This design comes from an exercise in tuning for small area, a short achievable clock period and few clock cycles on the open sky130 flow, not from production work.
The RTL was checked by simulation tests, not by an equivalence proof against the original design.
Power and IR drop assume default switching activity.

==> inputs of wip/umber <==
==> flow/design.v <==
module modbus_core (
    input  wire        clk,
    input  wire        rst,
    input  wire        rx_valid,
    input  wire [7:0]  rx_data,
    input  wire        rx_last,
    output wire        rx_ready,
    output wire        tx_valid,
    output wire [7:0]  tx_data,
    output wire        tx_last,
    input  wire        tx_ready,
    input  wire        host_en,
    input  wire        host_we,
    input  wire [1:0]  host_space,    
    input  wire [4:0]  host_addr,
    input  wire [15:0] host_wdata,
    output wire [15:0] host_rdata
);
    localparam [2:0] K_EXC = 3'd0, K_RDBITS = 3'd1, K_RDREGS = 3'd2,
                     K_ECHO = 3'd3, K_REPORT = 3'd4;
    integer i;
    reg [15:0] hr  [0:31];
    reg [15:0] ir  [0:31];
    reg [15:0] stg [0:31];       
    reg [31:0] hr_v, ir_v;       
    reg [31:0] co, di;
    reg [31:0] co_stg;           
    reg       rx_ready_q;
    reg       q0_v, q1_v;
    reg [8:0] q0, q1;            
    assign rx_ready = rx_ready_q;
    wire       push = rx_valid && rx_ready_q;
    wire [7:0] d    = q0[7:0];
    wire       dl   = q0[8];
    wire       pop;
    always @(posedge clk) begin
        if (rst) begin
            q0_v <= 1'b0; q1_v <= 1'b0; rx_ready_q <= 1'b1;
        end else begin
            if (pop) begin
                if (q1_v) begin
                    q0 <= q1;
                    if (push) q1 <= {rx_last, rx_data};
                    else      q1_v <= 1'b0;
                end else if (push) begin
                    q0 <= {rx_last, rx_data};
                end else begin
                    q0_v <= 1'b0;
                end
            end else if (push) begin
                if (!q0_v) begin
                    q0 <= {rx_last, rx_data}; q0_v <= 1'b1;
                end else begin
                    q1 <= {rx_last, rx_data}; q1_v <= 1'b1;
                end
            end
            rx_ready_q <= !((q0_v && q1_v && !pop) ||
                            (q0_v && !pop && push) ||
                            (q1_v && push));
        end
    end
    reg [8:0]  r_n;              
    reg        r_done;
    reg [15:0] r_tid, r_pid, r_rem;
    reg        r_over;
    reg [7:0]  r_unit, r_fc, r_p0, r_p1, r_p2, r_p3, r_bc;
    reg [4:0]  r_wa;             
    reg        r_lo;             
    wire xfer;                   
    wire [8:0] n = r_done ? 9'd0 : r_n;    
    wire hr_hi_w = (r_fc == 8'h06 && n == 9'd10) || (r_fc == 8'h10 && n >= 9'd13 && !r_lo);
    wire hr_lo_w = (r_fc == 8'h06 && n == 9'd11) || (r_fc == 8'h10 && n >= 9'd13 &&  r_lo);
    wire [4:0] hr_a = (r_fc == 8'h06) ? r_p1[4:0] : r_wa;
    wire co_single = (r_fc == 8'h05 && n == 9'd11);
    wire co_multi  = (r_fc == 8'h0F && n >= 9'd13 && n < 9'd17);
    wire [1:0] jb  = n[1:0] - 2'd1;        
    wire [7:0] rot = (d << r_p1[2:0]) | (d >> (4'd8 - {1'b0, r_p1[2:0]}));
    wire       cval = (r_p2 == 8'hFF) && (d == 8'h00);
    reg  [31:0] co_wen;
    reg  [31:0] co_wd;
    always @(*) begin
        for (i = 0; i < 32; i = i + 1) begin
            co_wen[i] = 1'b0;
            co_wd[i]  = co_single ? cval : rot[i % 8];
            if (co_single && r_p1[4:0] == i) co_wen[i] = 1'b1;
            if (co_multi && ((i[4:0] - r_p1[4:0]) >> 3) == jb) co_wen[i] = 1'b1;
        end
    end
    reg        w_v;
    reg [31:0] w_hrm, w_com;     
    wire conflict = w_v && (((hr_hi_w || hr_lo_w) && w_hrm[hr_a]) ||
                            ((co_single || co_multi) && |(co_wen & w_com)));
    wire proc = q0_v && (!r_done || xfer) && !conflict;
    assign pop = proc;
    always @(posedge clk) begin
        if (rst) begin
            r_n <= 9'd0; r_done <= 1'b0; r_over <= 1'b0;
        end else begin
            if (xfer) begin
                r_done <= 1'b0; r_n <= 9'd0; r_over <= 1'b0;
            end
            if (proc) begin
                r_n <= (n == 9'h1FF) ? n : n + 9'd1;
                if (dl) r_done <= 1'b1;
                case (n)
                    9'd0:  r_tid[15:8] <= d;
                    9'd1:  r_tid[7:0]  <= d;
                    9'd2:  r_pid[15:8] <= d;
                    9'd3:  r_pid[7:0]  <= d;
                    9'd4:  r_rem[15:8] <= d;
                    9'd5:  r_rem[7:0]  <= d;
                    9'd6:  r_unit <= d;
                    9'd7:  r_fc <= d;
                    9'd8:  r_p0 <= d;
                    9'd9:  begin r_p1 <= d; r_wa <= d[4:0]; end
                    9'd10: r_p2 <= d;
                    9'd11: r_p3 <= d;
                    9'd12: begin r_bc <= d; r_lo <= 1'b0; end
                    default: ;
                endcase
                if (n >= 9'd6) begin
                    r_rem <= r_rem - 16'd1;
                    if (r_rem == 16'd0) r_over <= 1'b1;
                end
                if (r_fc == 8'h10 && n >= 9'd13) begin
                    r_lo <= !r_lo;
                    if (r_lo) r_wa <= r_wa + 5'd1;
                end
            end
        end
    end
    wire too_short = r_n < 9'd7;
    wire len_ok    = (r_rem == 16'd0) && !r_over;
    wire no_fc     = r_n == 9'd7;
    wire plen4     = r_n == 9'd12;
    wire plen_ge5  = r_n >= 9'd13;
    wire bc_match  = r_n == ({1'b0, r_bc} + 9'd13);
    wire [8:0] send = {1'b0, r_p1} + {1'b0, r_p3};
    wire in_range  = (r_p0 == 8'd0) && (r_p2 == 8'd0) && (send <= 9'd32);
    wire addr_ok   = (r_p0 == 8'd0) && (r_p1 < 8'd32);
    wire wc_ok     = plen_ge5 && bc_match && (r_p2 < 8'd8) &&
                     ({r_bc, 3'b000} >= {r_p2[2:0], r_p3});
    wire wr_ok     = plen_ge5 && bc_match && (r_p2 == 8'd0) && !r_p3[7] &&
                     (r_bc == {r_p3[6:0], 1'b0});
    reg [2:0] dk;
    reg [7:0] db0, db1;
    reg       dhdr, duok, dwr_hr, dwr_co, dsingle;
    always @(*) begin
        dk = K_EXC; db0 = 8'h80; db1 = 8'h04; dhdr = 1'b1; duok = 1'b1;
        dwr_hr = 1'b0; dwr_co = 1'b0; dsingle = 1'b0;
        if (too_short) begin
            dhdr = 1'b0; duok = 1'b0;
        end else if (!len_ok) begin
            duok = 1'b0;
        end else if (no_fc) begin
        end else begin
            db0 = r_fc | 8'h80;
            case (r_fc)
                8'h01, 8'h02, 8'h03, 8'h04: begin
                    if (!plen4)          db1 = 8'h04;
                    else if (!in_range)  db1 = 8'h02;
                    else begin
                        db0 = r_fc;
                        if (r_fc == 8'h03 || r_fc == 8'h04) begin
                            dk = K_RDREGS; db1 = {r_p3[6:0], 1'b0};
                        end else begin
                            dk = K_RDBITS; db1 = (r_p3 + 8'd7) >> 3;
                        end
                    end
                end
                8'h05, 8'h06: begin
                    if (!plen4)          db1 = 8'h04;
                    else if (!addr_ok)   db1 = 8'h02;
                    else begin
                        dk = K_ECHO; db0 = r_fc; db1 = r_p0; dsingle = 1'b1;
                        if (r_fc[0]) dwr_co = 1'b1; else dwr_hr = 1'b1;
                    end
                end
                8'h0F: begin
                    if (!wc_ok)          db1 = 8'h04;
                    else if (!in_range)  db1 = 8'h02;
                    else begin
                        dk = K_ECHO; db0 = r_fc; db1 = r_p0; dwr_co = 1'b1;
                    end
                end
                8'h10: begin
                    if (!wr_ok)          db1 = 8'h04;
                    else if (!in_range)  db1 = 8'h02;
                    else begin
                        dk = K_ECHO; db0 = r_fc; db1 = r_p0; dwr_hr = 1'b1;
                    end
                end
                8'h11: begin
                    dk = K_REPORT; db0 = 8'h11; db1 = 8'h06;
                end
                default: db1 = 8'h01;
            endcase
        end
    end
    wire [6:0] dlen = (dk == K_RDBITS || dk == K_RDREGS) ? 7'd3 + db1[6:0] :
                      (dk == K_ECHO)   ? 7'd6 :
                      (dk == K_REPORT) ? 7'd9 : 7'd3;
    wire [5:0] mend = dsingle ? {1'b0, r_p1[4:0]} + 6'd1 : send[5:0];
    reg  [31:0] dmask;
    always @(*)
        for (i = 0; i < 32; i = i + 1)
            dmask[i] = (i >= r_p1[5:0]) && (i < mend);
    reg [15:0] w_tid, w_pid;
    reg [7:0]  w_unit, w_b0, w_b1, w_p1, w_p2, w_p3;
    reg [2:0]  w_k;
    reg        w_hdr, w_uok;
    reg [6:0]  w_len;
    reg        t_busy;
    reg [15:0] t_tid, t_pid;
    reg [7:0]  t_unit, t_b0, t_b1, t_p1, t_p2, t_p3;
    reg [2:0]  t_k;
    reg        t_hdr, t_uok;
    reg [6:0]  t_len;
    reg [6:0]  t_idx;
    reg [5:0]  t_rem;
    reg [4:0]  raddr;
    reg [1:0]  rsp;
    reg [15:0] rd_word;
    reg       o_v, o_l, s_v, s_l;
    reg [7:0] o_d, s_d;
    assign tx_valid = o_v;
    assign tx_data  = o_d;
    assign tx_last  = o_l;
    wire produce = t_busy && !s_v;
    wire t_lastb = (t_idx == t_len + 7'd5);
    wire handoff = w_v && (!t_busy || (produce && t_lastb));
    assign xfer  = r_done && (!w_v || handoff);
    wire [15:0] hr_r = hr_v[raddr] ? hr[raddr] : 16'h0000;
    wire [15:0] ir_r = ir_v[raddr] ? ir[raddr] : 16'h0000;
    wire [15:0] word = rsp[0] ? ir_r : hr_r;
    wire [31:0] sp   = rsp[0] ? di : co;
    wire [63:0] sp2  = {sp, sp} >> raddr;
    wire [7:0]  rot8 = sp2[7:0];
    assign host_rdata = rsp[1] ? word : {15'd0, rot8[0]};
    reg [7:0] cmask;
    always @(*)
        for (i = 0; i < 8; i = i + 1)
            cmask[i] = (t_rem > i);
    reg [7:0] nb;    
    always @(*) begin
        case (t_idx)
            7'd0: nb = t_hdr ? t_tid[15:8] : 8'h00;
            7'd1: nb = t_hdr ? t_tid[7:0]  : 8'h00;
            7'd2: nb = t_hdr ? t_pid[15:8] : 8'h00;
            7'd3: nb = t_hdr ? t_pid[7:0]  : 8'h00;
            7'd4: nb = 8'h00;
            7'd5: nb = {1'b0, t_len};
            7'd6: nb = t_uok ? t_unit : 8'h00;
            7'd7: nb = t_b0;
            7'd8: nb = t_b1;
            default: begin
                case (t_k)
                    K_RDREGS: nb = t_idx[0] ? rd_word[15:8] : rd_word[7:0];
                    K_RDBITS: nb = rot8 & cmask;
                    K_ECHO:
                        case (t_idx[1:0])
                            2'd1:    nb = t_p1;
                            2'd2:    nb = t_p2;
                            default: nb = t_p3;
                        endcase
                    default:   
                        case (t_idx[2:0])
                            3'd1:    nb = t_unit;
                            3'd2:    nb = 8'hFF;
                            3'd3:    nb = 8'h53;
                            3'd4:    nb = 8'h4D;
                            3'd5:    nb = 8'h30;
                            default: nb = 8'h31;
                        endcase
                endcase
            end
        endcase
    end
    wire h_wr = host_en && host_we;
    wire h_rd = host_en && !host_we;
    reg        hc_v;             
    reg        hc_sp;            
    reg [4:0]  hc_a;
    always @(posedge clk) begin
        if (rst) begin
            w_v <= 1'b0; t_busy <= 1'b0;
            o_v <= 1'b0; s_v <= 1'b0;
            hc_v <= 1'b0;
            hr_v <= 32'd0; ir_v <= 32'd0;
            co <= 32'd0; di <= 32'd0;
        end else begin
            if (xfer) begin
                w_v <= 1'b1;
                w_tid <= r_tid; w_pid <= r_pid; w_unit <= r_unit;
                w_b0 <= db0; w_b1 <= db1;
                w_p1 <= r_p1; w_p2 <= r_p2; w_p3 <= r_p3;
                w_k <= dk; w_hdr <= dhdr; w_uok <= duok; w_len <= dlen;
                w_hrm <= dwr_hr ? dmask : 32'd0;
                w_com <= dwr_co ? dmask : 32'd0;
            end else if (handoff) begin
                w_v <= 1'b0;
            end
            if (!o_v || tx_ready) begin
                if (s_v) begin
                    o_v <= 1'b1; o_d <= s_d; o_l <= s_l; s_v <= 1'b0;
                end else begin
                    o_v <= produce; o_d <= nb; o_l <= t_lastb;
                end
            end else if (produce) begin
                s_v <= 1'b1; s_d <= nb; s_l <= t_lastb;
            end
            if (t_busy && t_idx <= 7'd8)
                rd_word <= word;
            if (produce) begin
                t_idx <= t_idx + 7'd1;
                if (t_lastb) t_busy <= 1'b0;
                if (t_idx >= 7'd9) begin
                    if (t_k == K_RDREGS) begin
                        if (t_idx[0]) raddr <= raddr + 5'd1;
                        else          rd_word <= word;
                    end
                    if (t_k == K_RDBITS) begin
                        raddr <= raddr + 5'd8;
                        t_rem <= (t_rem > 6'd8) ? t_rem - 6'd8 : 6'd0;
                    end
                end
            end
            if (handoff) begin
                t_busy <= 1'b1;
                t_idx <= 7'd0;
                t_tid <= w_tid; t_pid <= w_pid; t_unit <= w_unit;
                t_b0 <= w_b0; t_b1 <= w_b1;
                t_p1 <= w_p1; t_p2 <= w_p2; t_p3 <= w_p3;
                t_k <= w_k; t_hdr <= w_hdr; t_uok <= w_uok; t_len <= w_len;
                t_rem <= w_p3[5:0];
                raddr <= w_p1[4:0];
                rsp <= w_b0[1:0] - 2'd1;
            end
            if (h_rd) begin
                raddr <= host_addr;
                rsp <= host_space;
            end
            hc_v <= h_wr && !host_space[0];
            hc_sp <= host_space[1];
            hc_a <= host_addr;
            if (h_wr && host_space == 2'd1)
                di[host_addr] <= host_wdata[0];
            if (h_wr && host_space == 2'd3) begin
                ir[host_addr] <= host_wdata;
                ir_v[host_addr] <= 1'b1;
            end
            for (i = 0; i < 32; i = i + 1) begin
                if ((handoff && w_hrm[i]) || (hc_v && hc_sp && hc_a == i)) begin
                    hr[i] <= stg[i];
                    hr_v[i] <= 1'b1;
                end
                if ((handoff && w_com[i]) || (hc_v && !hc_sp && hc_a == i))
                    co[i] <= co_stg[i];
            end
        end
    end
    wire [7:0] wb_hi = h_wr ? host_wdata[15:8] : d;
    wire [7:0] wb_lo = h_wr ? host_wdata[7:0]  : d;
    always @(posedge clk) begin
        for (i = 0; i < 32; i = i + 1) begin
            if ((proc && hr_hi_w && hr_a == i) || (h_wr && host_space == 2'd2 && host_addr == i))
                stg[i][15:8] <= wb_hi;
            if ((proc && hr_lo_w && hr_a == i) || (h_wr && host_space == 2'd2 && host_addr == i))
                stg[i][7:0] <= wb_lo;
            if ((proc && co_wen[i]) || (h_wr && host_space == 2'd0 && host_addr == i))
                co_stg[i] <= h_wr ? host_wdata[0] : co_wd[i];
        end
    end
endmodule
==> flow/run.sh <==
#!/bin/bash
# synth_recipe.tcl (not shown) runs the flow's synth.tcl, then flattens the netlist and writes it again
# the make line also repeats each setting of config.mk as NAME=value (left out here)
make -C /OpenROAD-flow-scripts/flow DESIGN_CONFIG=/design/flow/config.mk WORK_HOME=/design/flow/orfs CLKGATE_MAP_FILE= SYNTH_SCRIPT=/design/flow/synth_recipe.tcl finish
==> flow/config.mk <==
export PLATFORM = sky130hd
export DESIGN_NAME = modbus_core
export DESIGN_NICKNAME = modbus_core
export VERILOG_FILES = /design/flow/design.v
export SDC_FILE = /design/flow/constraint.sdc
export NUM_CORES = 4
export LEC_CHECK = 0
export CAP_MARGIN = 20
export CORE_MARGIN = 2
export CORE_UTILIZATION = 40
export SLEW_MARGIN = 20
==> flow/constraint.sdc <==
create_clock -name core_clock -period 12.0 [get_ports {clk}]
set_input_delay 2.4000 -clock core_clock [delete_from_list [all_inputs] [get_ports {clk}]]
set_output_delay 2.4000 -clock core_clock [all_outputs]
set_load 0.01 [all_outputs]
==> inputs of wip/onyx, as changes to wip/umber <==
--- a/flow/design.v
+++ b/flow/design.v
@@ -24,3 +24,3 @@
     reg [15:0] stg [0:31];       
-    reg [31:0] hr_v, ir_v;       
+    reg [31:0] hr_v;             
     reg [31:0] co, di;
@@ -67,11 +67,12 @@
     reg [4:0]  r_wa;             
-    reg        r_lo;             
+    reg        s_hw, s_lw;       
+    reg        s_c1, s_cm;       
     wire xfer;                   
     wire [8:0] n = r_done ? 9'd0 : r_n;    
-    wire hr_hi_w = (r_fc == 8'h06 && n == 9'd10) || (r_fc == 8'h10 && n >= 9'd13 && !r_lo);
-    wire hr_lo_w = (r_fc == 8'h06 && n == 9'd11) || (r_fc == 8'h10 && n >= 9'd13 &&  r_lo);
-    wire [4:0] hr_a = (r_fc == 8'h06) ? r_p1[4:0] : r_wa;
-    wire co_single = (r_fc == 8'h05 && n == 9'd11);
-    wire co_multi  = (r_fc == 8'h0F && n >= 9'd13 && n < 9'd17);
-    wire [1:0] jb  = n[1:0] - 2'd1;        
+    wire hr_hi_w = s_hw;
+    wire hr_lo_w = s_lw;
+    wire [4:0] hr_a = r_wa;
+    wire co_single = s_c1;
+    wire co_multi  = s_cm;
+    wire [1:0] jb  = r_n[1:0] - 2'd1;      
     wire [7:0] rot = (d << r_p1[2:0]) | (d >> (4'd8 - {1'b0, r_p1[2:0]}));
@@ -89,5 +90,11 @@
     reg        w_v;
-    reg [31:0] w_hrm, w_com;     
-    wire conflict = w_v && (((hr_hi_w || hr_lo_w) && w_hrm[hr_a]) ||
-                            ((co_single || co_multi) && |(co_wen & w_com)));
+    reg        w_hrw, w_cow;     
+    reg [5:0]  w_ms;             
+    reg [5:0]  w_me;
+    reg [31:0] w_in;             
+    always @(*)
+        for (i = 0; i < 32; i = i + 1)
+            w_in[i] = (i >= w_ms) && (i < w_me);
+    wire conflict = w_v && (((hr_hi_w || hr_lo_w) && w_hrw) ||
+                            ((co_single || co_multi) && w_cow));
     wire proc = q0_v && (!r_done || xfer) && !conflict;
@@ -97,2 +104,3 @@
             r_n <= 9'd0; r_done <= 1'b0; r_over <= 1'b0;
+            s_hw <= 1'b0; s_lw <= 1'b0; s_c1 <= 1'b0; s_cm <= 1'b0;
         end else begin
@@ -117,3 +125,11 @@
                     9'd11: r_p3 <= d;
-                    9'd12: begin r_bc <= d; r_lo <= 1'b0; end
+                    9'd12: r_bc <= d;
+                    default: ;
+                endcase
+                case (n)
+                    9'd9:  s_hw <= (r_fc == 8'h06);
+                    9'd10: begin s_hw <= 1'b0; s_lw <= (r_fc == 8'h06); s_c1 <= (r_fc == 8'h05); end
+                    9'd11: begin s_lw <= 1'b0; s_c1 <= 1'b0; end
+                    9'd12: begin s_hw <= (r_fc == 8'h10); s_lw <= 1'b0; s_cm <= (r_fc == 8'h0F); end
+                    9'd16: s_cm <= 1'b0;
                     default: ;
@@ -125,4 +141,7 @@
                 if (r_fc == 8'h10 && n >= 9'd13) begin
-                    r_lo <= !r_lo;
-                    if (r_lo) r_wa <= r_wa + 5'd1;
+                    s_hw <= s_lw; s_lw <= s_hw;
+                    if (s_lw) r_wa <= r_wa + 5'd1;
+                end
+                if (dl) begin
+                    s_hw <= 1'b0; s_lw <= 1'b0; s_c1 <= 1'b0; s_cm <= 1'b0;
                 end
@@ -203,6 +222,2 @@
     wire [5:0] mend = dsingle ? {1'b0, r_p1[4:0]} + 6'd1 : send[5:0];
-    reg  [31:0] dmask;
-    always @(*)
-        for (i = 0; i < 32; i = i + 1)
-            dmask[i] = (i >= r_p1[5:0]) && (i < mend);
     reg [15:0] w_tid, w_pid;
@@ -222,3 +237,5 @@
     reg [1:0]  rsp;
-    reg [15:0] rd_word;
+    reg [15:0] rd_word;          
+    reg        rd_wv;            
+    reg        rd_bitq;          
     reg       o_v, o_l, s_v, s_l;
@@ -229,8 +246,23 @@
     wire produce = t_busy && !s_v;
-    wire t_lastb = (t_idx == t_len + 7'd5);
+    reg  t_lastb;                
     wire handoff = w_v && (!t_busy || (produce && t_lastb));
     assign xfer  = r_done && (!w_v || handoff);
-    wire [15:0] hr_r = hr_v[raddr] ? hr[raddr] : 16'h0000;
-    wire [15:0] ir_r = ir_v[raddr] ? ir[raddr] : 16'h0000;
-    wire [15:0] word = rsp[0] ? ir_r : hr_r;
+    wire h_rd = host_en && !host_we;
+    wire [4:0]  ra   = t_busy ? raddr : host_addr;
+    wire [1:0]  rs   = t_busy ? rsp : host_space;
+    reg  [31:0] rsel;
+    reg  [15:0] word;
+    reg         hv, bv;
+    always @(*) begin
+        for (i = 0; i < 32; i = i + 1)
+            rsel[i] = (ra == i);
+        word = 16'h0000; hv = 1'b0; bv = 1'b0;
+        for (i = 0; i < 32; i = i + 1) begin
+            word = word | ({16{rsel[i] & !rs[0]}} & hr[i]) | ({16{rsel[i] & rs[0]}} & ir[i]);
+            hv = hv | (rsel[i] & hr_v[i]);
+            bv = bv | (rsel[i] & (rs[0] ? di[i] : co[i]));
+        end
+    end
+    wire        wv   = rs[1] && (rs[0] || hv);
+    wire        bitv = !rs[1] && bv;
     wire [31:0] sp   = rsp[0] ? di : co;
@@ -238,3 +270,3 @@
     wire [7:0]  rot8 = sp2[7:0];
-    assign host_rdata = rsp[1] ? word : {15'd0, rot8[0]};
+    assign host_rdata = {rd_word[15:1] & {15{rd_wv}}, (rd_word[0] & rd_wv) | rd_bitq};
     reg [7:0] cmask;
@@ -257,3 +289,3 @@
                 case (t_k)
-                    K_RDREGS: nb = t_idx[0] ? rd_word[15:8] : rd_word[7:0];
+                    K_RDREGS: nb = (t_idx[0] ? rd_word[15:8] : rd_word[7:0]) & {8{rd_wv}};
                     K_RDBITS: nb = rot8 & cmask;
@@ -279,3 +311,2 @@
     wire h_wr = host_en && host_we;
-    wire h_rd = host_en && !host_we;
     reg        hc_v;             
@@ -288,3 +319,3 @@
             hc_v <= 1'b0;
-            hr_v <= 32'd0; ir_v <= 32'd0;
+            hr_v <= 32'd0;
             co <= 32'd0; di <= 32'd0;
@@ -297,4 +328,4 @@
                 w_k <= dk; w_hdr <= dhdr; w_uok <= duok; w_len <= dlen;
-                w_hrm <= dwr_hr ? dmask : 32'd0;
-                w_com <= dwr_co ? dmask : 32'd0;
+                w_hrw <= dwr_hr; w_cow <= dwr_co;
+                w_ms <= r_p1[5:0]; w_me <= mend;
             end else if (handoff) begin
@@ -311,6 +342,8 @@
             end
-            if (t_busy && t_idx <= 7'd8)
-                rd_word <= word;
+            if ((t_busy && t_idx <= 7'd8) || h_rd) begin
+                rd_word <= word; rd_wv <= wv; rd_bitq <= bitv;
+            end
             if (produce) begin
                 t_idx <= t_idx + 7'd1;
+                t_lastb <= (t_idx + 7'd1 == t_len + 7'd5);
                 if (t_lastb) t_busy <= 1'b0;
@@ -319,3 +352,5 @@
                         if (t_idx[0]) raddr <= raddr + 5'd1;
-                        else          rd_word <= word;
+                        else begin
+                            rd_word <= word; rd_wv <= wv;
+                        end
                     end
@@ -330,2 +365,3 @@
                 t_idx <= 7'd0;
+                t_lastb <= 1'b0;
                 t_tid <= w_tid; t_pid <= w_pid; t_unit <= w_unit;
@@ -338,6 +374,2 @@
             end
-            if (h_rd) begin
-                raddr <= host_addr;
-                rsp <= host_space;
-            end
             hc_v <= h_wr && !host_space[0];
@@ -347,8 +379,4 @@
                 di[host_addr] <= host_wdata[0];
-            if (h_wr && host_space == 2'd3) begin
-                ir[host_addr] <= host_wdata;
-                ir_v[host_addr] <= 1'b1;
-            end
             for (i = 0; i < 32; i = i + 1) begin
-                if ((handoff && w_hrm[i]) || (hc_v && hc_sp && hc_a == i)) begin
+                if ((handoff && w_hrw && w_in[i]) || (hc_v && hc_sp && hc_a == i)) begin
                     hr[i] <= stg[i];
@@ -356,3 +384,3 @@
                 end
-                if ((handoff && w_com[i]) || (hc_v && !hc_sp && hc_a == i))
+                if ((handoff && w_cow && w_in[i]) || (hc_v && !hc_sp && hc_a == i))
                     co[i] <= co_stg[i];
@@ -361,2 +389,7 @@
     end
+    always @(posedge clk)
+        for (i = 0; i < 32; i = i + 1)
+            if (rst || (h_wr && host_space == 2'd3 && host_addr == i))
+                ir[i] <= rst ? 16'h0000 : host_wdata;
+    wire stw = q0_v && !conflict;
     wire [7:0] wb_hi = h_wr ? host_wdata[15:8] : d;
@@ -365,7 +398,7 @@
         for (i = 0; i < 32; i = i + 1) begin
-            if ((proc && hr_hi_w && hr_a == i) || (h_wr && host_space == 2'd2 && host_addr == i))
+            if ((stw && hr_hi_w && hr_a == i) || (h_wr && host_space == 2'd2 && host_addr == i))
                 stg[i][15:8] <= wb_hi;
-            if ((proc && hr_lo_w && hr_a == i) || (h_wr && host_space == 2'd2 && host_addr == i))
+            if ((stw && hr_lo_w && hr_a == i) || (h_wr && host_space == 2'd2 && host_addr == i))
                 stg[i][7:0] <= wb_lo;
-            if ((proc && co_wen[i]) || (h_wr && host_space == 2'd0 && host_addr == i))
+            if ((stw && co_wen[i]) || (h_wr && host_space == 2'd0 && host_addr == i))
                 co_stg[i] <= h_wr ? host_wdata[0] : co_wd[i];
==> flow/flow/run.sh (new file) <==
#!/bin/bash
set -euo pipefail
bash standard.sh SETUP_SLACK_MARGIN=8 \
  "BUFFER_PORTS_ARGS=-buffer_cell sky130_fd_sc_hd__buf_4" \
  "CTS_ARGS=-sink_clustering_enable -repair_clock_nets -sink_clustering_size 25 -sink_clustering_max_diameter 50 -dont_use_dummy_load" \
  finish > flow.log 2>&1
==> flow/standard.sh (new file) <==
#!/bin/bash
# synth_recipe.tcl (not shown) runs the flow's synth.tcl, then flattens the netlist and writes it again
# the make line also repeats each setting of config.mk as NAME=value (left out here)
make -C /OpenROAD-flow-scripts/flow DESIGN_CONFIG=/design/flow/config.mk WORK_HOME=/design/flow/orfs CLKGATE_MAP_FILE= SYNTH_SCRIPT=/design/flow/synth_recipe.tcl "${@:-finish}"
removed: flow/run.sh
==> reports/summary.md <==
### Pwr
- **combinational-cell power consumption** 0.840 mW
- **combinational cell fraction of total power** 5.8%

### Setup path
- **worst setup path endpoint** rd_word[7]

### Yosys
- **Synth Cell Area** 82100 um2
- **mean cell area of the mapped netlist** 15.3 um2

### Status
- **result of the run** timing/DRC/antenna clean

### Final layout
- **non-filler cells in the finished layout** 8362
- **Clock-cell share** 5.15%
- **number of buffers outside the clock class in the layout** 427

### Timing
- **FMAX** 226 MHz
- **Worst Max-Slew Pin Slew** 1270 ps

### Clock tree
- **number of instances resized during post-cts repair** 268

### Placed design
- **instance count after placement with tap cells included** 7977

The numbers above come from wip/onyx.

==> reports/summary.md <==
### Status
- **result of the run** timing/DRC/antenna clean

### Final layout
- **number of buffers outside the clock class in the layout** 290
- **non-filler cells in the finished layout** 8486
- **fill cell count** 18100

### Placed design
- **Post-Place Worst Slack** 4670 ps
- **instance count after placement with tap cells included** 8085

### Yosys
- **mean cell area of the mapped netlist** 16.4 um2
- **leading area contributor after synthesis** sky130_fd_sc_hd__edfxtp_1

### Clock tree
- **number of instances resized during post-cts repair** 0

### Pwr
- **combinational-cell power consumption** 1.52 mW
- **combinational cell fraction of total power** 9.0%

### Timing
- **FMAX** 120 MHz

### Setup path
- **worst setup path endpoint** host_rdata[10]

The numbers above come from wip/umber.

Testbench counts of wip/umber, summed over its fixed seeds: cycles 26,568.
Testbench counts of wip/onyx, summed over its fixed seeds: cycles 26,601.

[port drivers added, routing unchanged]
The results above use ideal ports. As a check the final layouts listed here were re-extracted and re-timed, cells and wires unchanged.
Step 1 sets driving cells, clkbuf_16 on the clock port and buf_2 on the other inputs (assumed; they add their load-dependent delay and slew).
Step 2 moves the port delays by t, midway between the first and last clock arrival at a register: inputs arrive t later, outputs are due t later. That takes back most of the time a late clock gives input paths.
Slacks: no drivers / after step 1 / after step 2; pairs: no drivers / after step 1.
run | t, ns | setup WS [ns] | hold WS [ns]
wip/umber | 0.947 | 3.672 / 3.571 / 4.518 | 0.375 / 0.375 / 0.375
wip/onyx | 0.910 | 7.581 / 7.537 / 6.627 | 0.323 / 0.323 / 0.323
After both steps setup and hold are still met in every run listed. For wip/onyx, which loses most, drivers alone change the setup slack by -0.044 ns; drivers and shift together by -0.954 ns.
